Context: an optimization exercise on an open-source flow, tuned for small area, a short achievable clock period and few clock cycles per item. The choices shown serve that exercise and are no tape-out recipe. At most, simulation tests tie the RTL to the original design; equivalence was not proved.

==> inputs of run R <==
==> flow/design.v <==
module dither_stream (
    input  wire        clk,
    input  wire        rst,
    input  wire        start,
    input  wire        mode,
    input  wire [6:0]  width,
    input  wire [15:0] height,
    output reg         busy,
    input  wire        in_valid,
    output wire        in_ready,
    input  wire [7:0]  in_r,
    input  wire [7:0]  in_g,
    input  wire [7:0]  in_b,
    input  wire [7:0]  in_a,
    output reg         out_valid,
    input  wire        out_ready,
    output wire [7:0]  out_r,
    output wire [7:0]  out_g,
    output wire [7:0]  out_b,
    output wire [7:0]  out_a
);
    reg        mode_r;
    reg [6:0]  w_r;
    reg        w_is1, w_is2, w_ge3;
    reg        sg30, sg16, sg8, sg4, sg2, sg1;    
    wire [6:0] wm1 = w_r - 7'd1;
    wire [6:0] wm2 = w_r - 7'd2;
    wire [6:0] dl  = (w_r >= 7'd3) ? w_r - 7'd3 : 7'd0;
    wire       dl30 = (dl >= 7'd30);
    wire [6:0] dlr = dl30 ? dl - 7'd30 : dl;
    always @(posedge clk) begin
        if (!busy) begin
            mode_r <= mode;
            w_r    <= width;
        end
        w_is1 <= (w_r == 7'd1);
        w_is2 <= (w_r == 7'd2);
        w_ge3 <= (w_r >= 7'd3);
        sg30  <= dl30;
        sg16  <= dlr[4];
        sg8   <= dlr[3];
        sg4   <= dlr[2];
        sg2   <= dlr[1];
        sg1   <= dlr[0];
    end
    reg        in_ready_r;
    reg        in_done;
    reg        ir_v;        
    reg        p_v;         
    reg [2:0]  na;          
    reg [2:0]  nq;          
    assign in_ready = in_ready_r;
    wire take  = in_valid && in_ready_r;
    wire pop   = out_valid && out_ready;
    wire start_ok = !busy && start;
    reg [6:0]  px;
    reg [15:0] rows;        
    reg [1:0]  rsat;        
    wire px_last  = (px == wm1);
    wire row_last = (rows == 16'd1);
    wire is_last   = px_last && row_last;
    wire is_penult = w_is1 ? (rows == 16'd2) : ((px == wm2) && row_last);
    wire take_last = ir_v ? is_penult : is_last;
    wire last_pop = pop && in_done && (na == 3'd1);
    wire busy_n   = start_ok ? 1'b1 : (busy && !last_pop);
    wire done_n   = start_ok ? 1'b0 : (in_done || (take && take_last));
    wire [2:0] na_n = na + {2'b0, take} - {2'b0, pop};
    always @(posedge clk) begin
        if (rst) begin
            busy       <= 1'b0;
            in_ready_r <= 1'b0;
            in_done    <= 1'b0;
            ir_v       <= 1'b0;
            p_v        <= 1'b0;
            na         <= 3'd0;
        end else begin
            busy       <= busy_n;
            in_done    <= done_n;
            in_ready_r <= busy_n && !done_n && (na_n <= 3'd3);
            ir_v       <= take;
            p_v        <= ir_v;
            na         <= na_n;
        end
    end
    always @(posedge clk) begin
        if (!busy) begin
            px   <= 7'd0;
            rows <= height;
            rsat <= 2'd0;
        end else if (ir_v) begin
            if (px_last) begin
                px   <= 7'd0;
                rows <= rows - 16'd1;
                if (!rsat[1]) rsat <= rsat + 2'd1;
            end else begin
                px <= px + 7'd1;
            end
        end
    end
    reg [7:0] ir_r, ir_g, ir_b;
    always @(posedge clk) begin
        ir_r <= in_r;
        ir_g <= in_g;
        ir_b <= in_b;
    end
    reg signed [8:0] h1;
    reg        [7:0] h2;
    wire [7:0] pos0 = p_v ? h1[7:0] : h2;
    reg [7:0] r1a, r2a;
    reg [5:0] r1b, r3a;
    function [10:0] enc;
        input       fs;
        input [7:0] a;
        input [5:0] b;
        reg a16, b16;
        begin
            a16 = (a[5:0] == 6'b010000);
            b16 = (b == 6'b010000);
            if (fs)
                enc = {3'b000, a};
            else if (!a16 && !b16)
                enc = {1'b0, a[4:0], b[4:0]};
            else if (a16)
                enc = {2'b10, 3'b000, b};
            else
                enc = {2'b11, 4'b0000, a[4:0]};
        end
    endfunction
    wire [10:0] head = enc(mode_r, pos0, r3a);
    reg [10:0] s30 [0:29];
    reg [10:0] s16 [0:15];
    reg [10:0] s8  [0:7];
    reg [10:0] s4  [0:3];
    reg [10:0] s2  [0:1];
    reg [10:0] s1;
    wire [10:0] y30 = sg30 ? s30[29] : head;
    wire [10:0] y16 = sg16 ? s16[15] : y30;
    wire [10:0] y8  = sg8  ? s8[7]   : y16;
    wire [10:0] y4  = sg4  ? s4[3]   : y8;
    wire [10:0] y2  = sg2  ? s2[1]   : y4;
    wire [10:0] lo  = sg1  ? s1      : y2;
    integer i;
    always @(posedge clk) begin
        if (ir_v) begin
            s30[0] <= head;
            for (i = 1; i < 30; i = i + 1) s30[i] <= s30[i-1];
            s16[0] <= y30;
            for (i = 1; i < 16; i = i + 1) s16[i] <= s16[i-1];
            s8[0] <= y16;
            for (i = 1; i < 8; i = i + 1) s8[i] <= s8[i-1];
            s4[0] <= y8;
            for (i = 1; i < 4; i = i + 1) s4[i] <= s4[i-1];
            s2[0] <= y4;
            s2[1] <= s2[0];
            s1 <= y2;
        end
    end
    wire [5:0] lo_a6 = lo[10] ? (lo[9] ? {lo[4], lo[4:0]} : 6'b010000)
                              : {lo[9], lo[9:5]};
    wire [5:0] lo_b6 = lo[10] ? (lo[9] ? 6'b010000 : lo[5:0])
                              : {lo[4], lo[4:0]};
    wire [7:0] lo_a  = mode_r ? lo[7:0] : {{2{lo_a6[5]}}, lo_a6};
    always @(posedge clk) begin
        if (ir_v) begin
            r1a <= lo_a;
            r1b <= lo_b6;
            r2a <= r1a;
            r3a <= r2a[5:0];
        end
    end
    wire has_up  = (rsat != 2'd0);
    wire has_up2 = rsat[1];
    wire has_l1  = (px != 7'd0);
    wire has_l2  = (px[6:1] != 6'd0);
    wire has_r1  = !px_last;
    wire [7:0] c_upr = lo_a;
    wire [7:0] c_up  = w_is2 ? lo_a : r1a;
    wire [7:0] c_upl = w_is2 ? r1a  : r2a;
    wire [5:0] c_up2 = w_is1 ? pos0[5:0] : (w_is2 ? r2a[5:0] : r1b);
    wire [7:0] c_l2  = pos0;
    wire m_upl = has_up && has_l1;
    wire m_up  = has_up && !w_is1;
    wire m_upr = has_up && has_r1 && w_ge3;
    function signed [8:0] val;
        input       fs;
        input [7:0] c;
        begin
            if (fs) val = {c[7] & (c[6:0] != 7'd0), c};
            else    val = {c[7], c};
        end
    endfunction
    wire signed [8:0] e_upl = m_upl ? val(mode_r, c_upl) : 9'sd0;
    wire signed [8:0] e_up  = m_up  ? val(mode_r, c_up)  : 9'sd0;
    wire signed [8:0] e_upr = m_upr ? val(mode_r, c_upr) : 9'sd0;
    function [7:0] fs_add;
        input [7:0]        old;
        input signed [8:0] err;
        input [3:0]        num;
        reg signed [15:0]  t;
        reg signed [15:0]  q;
        begin
            t = $signed({8'd0, old}) * 16 + err * $signed({1'b0, num});
            if (t < 0)
                q = -((-t) / 16);
            else
                q = t / 16;
            fs_add = q[7:0];
        end
    endfunction
    function [7:0] fs_cell;
        input [7:0]        c;
        input signed [8:0] e_upl, e_up, e_upr;
        reg [7:0] v;
        begin
            v = fs_add(c, e_upl, 4'd1);
            v = fs_add(v, e_up,  4'd5);
            v = fs_add(v, e_upr, 4'd3);
            fs_cell = v;
        end
    endfunction
    wire [7:0] atk_t = (m_upl ? c_upl : 8'd0) + (m_up ? c_up : 8'd0) + (m_upr ? c_upr : 8'd0)
                     + (has_up2 ? {{2{c_up2[5]}}, c_up2} : 8'd0) + (has_l2 ? c_l2 : 8'd0);
    wire [7:0] pv_r = mode_r ? fs_cell(ir_r, e_upl, e_up, e_upr) : ir_r + atk_t;
    wire [7:0] pv_g = mode_r ? fs_cell(ir_g, e_upl, e_up, e_upr) : ir_g + atk_t;
    wire [7:0] pv_b = mode_r ? fs_cell(ir_b, e_upl, e_up, e_upr) : ir_b + atk_t;
    wire [1:0] pk_n = has_l1 ? 2'd3 : (has_up && w_is1) ? 2'd2 : (has_up && w_is2) ? 2'd1 : 2'd0;
    reg [7:0] v_r, v_g, v_b;
    reg [1:0] pk;
    always @(posedge clk) begin
        v_r <= pv_r;
        v_g <= pv_g;
        v_b <= pv_b;
        pk  <= pk_n;
    end
    wire signed [12:0] fe   = h1;
    wire signed [12:0] fe3  = (fe <<< 1) + fe;
    wire signed [12:0] fe5  = (fe <<< 2) + fe;
    wire signed [12:0] fe7  = (fe <<< 3) - fe;
    wire signed [12:0] prod = (pk == 2'd3) ? fe7 : (pk == 2'd2) ? fe5 : (pk == 2'd1) ? fe3 : 13'sd0;
    wire signed [8:0]  d_fs = prod[12:4];
    wire signed [8:0]  d    = mode_r ? d_fs : ((pk != 2'd0) ? h1 : 9'sd0);
    wire               cen  = mode_r && (pk != 2'd0) && (h1[3:0] != 4'd0);
    function [7:0] fcell;
        input [7:0]        v;
        input signed [8:0] dd;
        input              ce;
        reg signed [9:0]   s;
        begin
            s = $signed({2'b00, v}) + dd;
            fcell = s[7:0] + {7'd0, ce & s[9]};
        end
    endfunction
    wire [7:0] c_r = fcell(v_r, d, cen);
    wire [7:0] c_g = fcell(v_g, d, cen);
    wire [7:0] c_b = fcell(v_b, d, cen);
    wire [17:0] xr = {10'd0, c_r};
    wire [17:0] xg = {10'd0, c_g};
    wire [17:0] xb = {10'd0, c_b};
    wire [26:0] lsum =
          {9'd0, xr} - (xr << 2) - (xr << 4) + (xr << 6) + (xr << 9) - (xr << 12) + (xr << 14) + (xr << 16)
        - (xg << 1) - (xg << 3) + (xg << 5) + (xg << 8) - (xg << 11) - (xg << 13) + (xg << 15) + (xg << 17)
        - (xb << 2) - (xb << 6) + (xb << 8) + (xb << 10) - (xb << 12) + (xb << 15)
        + 27'd131330;
    wire [7:0] gray = lsum[25:18];
    wire       q_hi = (gray > 8'd128);
    wire signed [8:0] diff = $signed({1'b0, gray}) - (q_hi ? 9'sd255 : 9'sd0);
    wire signed [8:0] e_n  = mode_r ? diff : (diff >>> 3);
    always @(posedge clk) begin
        if (p_v) begin
            h1 <= e_n;
            h2 <= h1[7:0];
        end
    end
    reg [7:0] qa [0:3];
    reg [3:0] qk;
    wire [2:0] nq_n = nq + {2'b0, p_v} - {2'b0, pop};
    always @(posedge clk) begin
        for (i = 0; i < 4; i = i + 1) begin
            if (take && (pop ? (na == i + 1) : (na == i)))
                qa[i] <= in_a;
            else if (pop)
                qa[i] <= (i < 3) ? qa[(i + 1) % 4] : qa[i];
            if (p_v && (pop ? (nq == i + 1) : (nq == i)))
                qk[i] <= q_hi;
            else if (pop)
                qk[i] <= (i < 3) ? qk[(i + 1) % 4] : qk[i];
        end
    end
    always @(posedge clk) begin
        if (rst) begin
            nq        <= 3'd0;
            out_valid <= 1'b0;
        end else begin
            nq        <= nq_n;
            out_valid <= (nq_n != 3'd0);
        end
    end
    assign out_r = 8'd0;
    assign out_g = qk[0] ? 8'd0 : 8'd255;
    assign out_b = qk[0] ? 8'd0 : 8'd156;
    assign out_a = qa[0];
endmodule
==> flow/run.sh <==
#!/bin/bash
# synth_recipe.tcl (not shown) runs the flow's synth.tcl, then flattens the netlist and writes it again
# the make line also repeats each setting of config.mk as NAME=value (left out here)
make -C /OpenROAD-flow-scripts/flow DESIGN_CONFIG=/design/flow/config.mk WORK_HOME=/design/flow/orfs CLKGATE_MAP_FILE= SYNTH_SCRIPT=/design/flow/synth_recipe.tcl finish
==> flow/config.mk <==
export PLATFORM = sky130hd
export DESIGN_NAME = dither_stream
export DESIGN_NICKNAME = dither_stream
export VERILOG_FILES = /design/flow/design.v
export SDC_FILE = /design/flow/constraint.sdc
export NUM_CORES = 4
export LEC_CHECK = 0
export CAP_MARGIN = 20
export CORE_MARGIN = 2
export CORE_UTILIZATION = 40
export SLEW_MARGIN = 20
==> flow/constraint.sdc <==
create_clock -name core_clock -period 32.0 [get_ports {clk}]
set_input_delay 6.4000 -clock core_clock [delete_from_list [all_inputs] [get_ports {clk}]]
set_output_delay 6.4000 -clock core_clock [all_outputs]
set_load 0.01 [all_outputs]
==> inputs of run M, as changes to run R <==
--- a/flow/design.v
+++ b/flow/design.v
@@ -191,39 +191,43 @@
     endfunction
-    wire signed [8:0] e_upl = m_upl ? val(mode_r, c_upl) : 9'sd0;
-    wire signed [8:0] e_up  = m_up  ? val(mode_r, c_up)  : 9'sd0;
-    wire signed [8:0] e_upr = m_upr ? val(mode_r, c_upr) : 9'sd0;
-    function [7:0] fs_add;
-        input [7:0]        old;
-        input signed [8:0] err;
-        input [3:0]        num;
-        reg signed [15:0]  t;
-        reg signed [15:0]  q;
+    wire signed [8:0] e_upl = val(mode_r, c_upl);
+    wire signed [8:0] e_up  = val(mode_r, c_up);
+    wire signed [8:0] e_upr = val(mode_r, c_upr);
+    wire signed [10:0] p5 = (e_up <<< 2) + e_up;
+    wire signed [10:0] p3 = (e_upr <<< 1) + e_upr;
+    wire [6:0] a1 = (m_upl ? c_upl[6:0] : 7'd0) + (has_up2 ? {c_up2[5], c_up2} : 7'd0);
+    wire [6:0] a2 = (m_up  ? c_up[6:0]  : 7'd0) + (has_l2 ? c_l2[6:0] : 7'd0);
+    wire [6:0] a3 = (m_upr ? c_upr[6:0] : 7'd0);
+    wire [6:0] q1 = mode_r ? (m_upl ? {{2{e_upl[8]}}, e_upl[8:4]} : 7'd0) : a1;
+    wire [6:0] q2 = mode_r ? (m_up  ? p5[10:4] : 7'd0) : a2;
+    wire [6:0] q3 = mode_r ? (m_upr ? p3[10:4] : 7'd0) : a3;
+    wire k1 = mode_r && m_upl && (e_upl[3:0] != 4'd0);
+    wire k2 = mode_r && m_up  && (e_up[3:0]  != 4'd0);
+    wire k3 = mode_r && m_upr && (e_upr[3:0] != 4'd0);
+    function [7:0] pchain;
+        input [7:0] c;
+        input [6:0] q1, q2, q3;
+        input       k1, k2, k3;
+        reg [9:0] s1, s2, s3;
+        reg       i1, i2, i3, z1, z2;
         begin
-            t = $signed({8'd0, old}) * 16 + err * $signed({1'b0, num});
-            if (t < 0)
-                q = -((-t) / 16);
-            else
-                q = t / 16;
-            fs_add = q[7:0];
+            s1 = {2'b00, c} + {{3{q1[6]}}, q1};
+            i1 = s1[9] & k1;
+            z1 = i1 & (s1[7:0] == 8'hff);
+            s2 = {2'b00, s1[7:0]} + {{3{q2[6]}}, q2} + {9'd0, i1};
+            i2 = (z1 ? q2[6] : s2[9]) & k2;
+            z2 = i2 & (s2[7:0] == 8'hff);
+            s3 = {2'b00, s2[7:0]} + {{3{q3[6]}}, q3} + {9'd0, i2};
+            i3 = (z2 ? q3[6] : s3[9]) & k3;
+            pchain = s3[7:0] + {7'd0, i3};
         end
     endfunction
-    function [7:0] fs_cell;
-        input [7:0]        c;
-        input signed [8:0] e_upl, e_up, e_upr;
-        reg [7:0] v;
-        begin
-            v = fs_add(c, e_upl, 4'd1);
-            v = fs_add(v, e_up,  4'd5);
-            v = fs_add(v, e_upr, 4'd3);
-            fs_cell = v;
-        end
-    endfunction
-    wire [7:0] atk_t = (m_upl ? c_upl : 8'd0) + (m_up ? c_up : 8'd0) + (m_upr ? c_upr : 8'd0)
-                     + (has_up2 ? {{2{c_up2[5]}}, c_up2} : 8'd0) + (has_l2 ? c_l2 : 8'd0);
-    wire [7:0] pv_r = mode_r ? fs_cell(ir_r, e_upl, e_up, e_upr) : ir_r + atk_t;
-    wire [7:0] pv_g = mode_r ? fs_cell(ir_g, e_upl, e_up, e_upr) : ir_g + atk_t;
-    wire [7:0] pv_b = mode_r ? fs_cell(ir_b, e_upl, e_up, e_upr) : ir_b + atk_t;
-    wire [1:0] pk_n = has_l1 ? 2'd3 : (has_up && w_is1) ? 2'd2 : (has_up && w_is2) ? 2'd1 : 2'd0;
+    wire [7:0] pv_r = pchain(ir_r, q1, q2, q3, k1, k2, k3);
+    wire [7:0] pv_g = pchain(ir_g, q1, q2, q3, k1, k2, k3);
+    wire [7:0] pv_b = pchain(ir_b, q1, q2, q3, k1, k2, k3);
+    wire f_l  = has_l1;
+    wire f_u1 = !has_l1 && has_up && w_is1;
+    wire f_u2 = !has_l1 && has_up && w_is2;
+    wire f_on = f_l || f_u1 || f_u2;
     reg [7:0] v_r, v_g, v_b;
-    reg [1:0] pk;
+    reg       fx1, fx2, fx3, fx4, fy, fyn, fc;
     always @(posedge clk) begin
@@ -232,30 +236,26 @@
         v_b <= pv_b;
-        pk  <= pk_n;
+        fx1 <= mode_r && f_u2;            
+        fx2 <= mode_r && f_u1;            
+        fx3 <= mode_r && f_l;             
+        fx4 <= !mode_r && f_on;           
+        fy  <= mode_r && (f_u1 || f_u2);  
+        fyn <= mode_r && f_l;             
+        fc  <= mode_r && f_on;
     end
-    wire signed [12:0] fe   = h1;
-    wire signed [12:0] fe3  = (fe <<< 1) + fe;
-    wire signed [12:0] fe5  = (fe <<< 2) + fe;
-    wire signed [12:0] fe7  = (fe <<< 3) - fe;
-    wire signed [12:0] prod = (pk == 2'd3) ? fe7 : (pk == 2'd2) ? fe5 : (pk == 2'd1) ? fe3 : 13'sd0;
-    wire signed [8:0]  d_fs = prod[12:4];
-    wire signed [8:0]  d    = mode_r ? d_fs : ((pk != 2'd0) ? h1 : 9'sd0);
-    wire               cen  = mode_r && (pk != 2'd0) && (h1[3:0] != 4'd0);
-    function [7:0] fcell;
-        input [7:0]        v;
-        input signed [8:0] dd;
-        input              ce;
-        reg signed [9:0]   s;
-        begin
-            s = $signed({2'b00, v}) + dd;
-            fcell = s[7:0] + {7'd0, ce & s[9]};
-        end
-    endfunction
-    wire [7:0] c_r = fcell(v_r, d, cen);
-    wire [7:0] c_g = fcell(v_g, d, cen);
-    wire [7:0] c_b = fcell(v_b, d, cen);
-    wire [17:0] xr = {10'd0, c_r};
-    wire [17:0] xg = {10'd0, c_g};
-    wire [17:0] xb = {10'd0, c_b};
+    wire [13:0] fe14 = {{5{h1[8]}}, h1};
+    wire [13:0] xs = ({14{fx1}} & (fe14 << 1)) | ({14{fx2}} & (fe14 << 2))
+                   | ({14{fx3}} & (fe14 << 3)) | ({14{fx4}} & (fe14 << 4));
+    wire [13:0] ys = ({14{fy}} & fe14) | ({14{fyn}} & ~fe14);
+    wire        fcor = fc && (h1[3:0] != 4'd0);
+    wire [13:0] t_r = {2'b00, v_r, 4'b0000} + xs + ys + {13'd0, fyn};
+    wire [13:0] t_g = {2'b00, v_g, 4'b0000} + xs + ys + {13'd0, fyn};
+    wire [13:0] t_b = {2'b00, v_b, 4'b0000} + xs + ys + {13'd0, fyn};
+    wire [7:0]  c_r = t_r[11:4] + {7'd0, t_r[13] & fcor};
+    wire [7:0]  c_g = t_g[11:4] + {7'd0, t_g[13] & fcor};
+    wire [7:0]  c_b = t_b[11:4] + {7'd0, t_b[13] & fcor};
+    wire [26:0] xr = {19'd0, c_r};
+    wire [26:0] xg = {19'd0, c_g};
+    wire [26:0] xb = {19'd0, c_b};
     wire [26:0] lsum =
-          {9'd0, xr} - (xr << 2) - (xr << 4) + (xr << 6) + (xr << 9) - (xr << 12) + (xr << 14) + (xr << 16)
+          xr - (xr << 2) - (xr << 4) + (xr << 6) + (xr << 9) - (xr << 12) + (xr << 14) + (xr << 16)
         - (xg << 1) - (xg << 3) + (xg << 5) + (xg << 8) - (xg << 11) - (xg << 13) + (xg << 15) + (xg << 17)
@@ -264,3 +264,3 @@
     wire [7:0] gray = lsum[25:18];
-    wire       q_hi = (gray > 8'd128);
+    wire       q_hi = gray[7] && (gray[6:0] != 7'd0);
     wire signed [8:0] diff = $signed({1'b0, gray}) - (q_hi ? 9'sd255 : 9'sd0);
==> comparison <==
In run M the hold slack is lower than in run R, by 0.039 ns. Against run R, the flip-flop and latch count of run M is higher by 4. Against run R, the synthesized cell count of run M is smaller by about 19%. Of run R and run M, run R has the higher global-route usage (gap 1.5 points). Of run M and run R, run R has the higher design area (gap about 10%, measured against run R).
Testbench counts of run M, summed over its fixed seeds: cycles 32,896, pixels 32,768.
No functional check of the RTL was part of run R.

afterwards: timing with drivers on the ports:
The results above use ideal ports. As a check the final layouts listed here were re-extracted and re-timed, cells and wires unchanged.
Step 1 sets driving cells, clkbuf_16 on the clock port and buf_2 on the other inputs (assumed; they add their load-dependent delay and slew).
Step 2 moves the port delays by t, midway between the first and last clock arrival at a register: inputs arrive t later, outputs are due t later. That takes back most of the time a late clock gives input paths.
Slacks: ideal ports / drivers / drivers and shift; pairs: ideal ports / drivers.
run	t, ns	setup slack, ns	clock arrival spread, ns
run R	0.730	16.109 / 16.109 / 16.109	0.072 / 0.073
run M	0.688	16.374 / 16.374 / 16.374	0.061 / 0.060
After both steps every run listed still meets setup and hold.
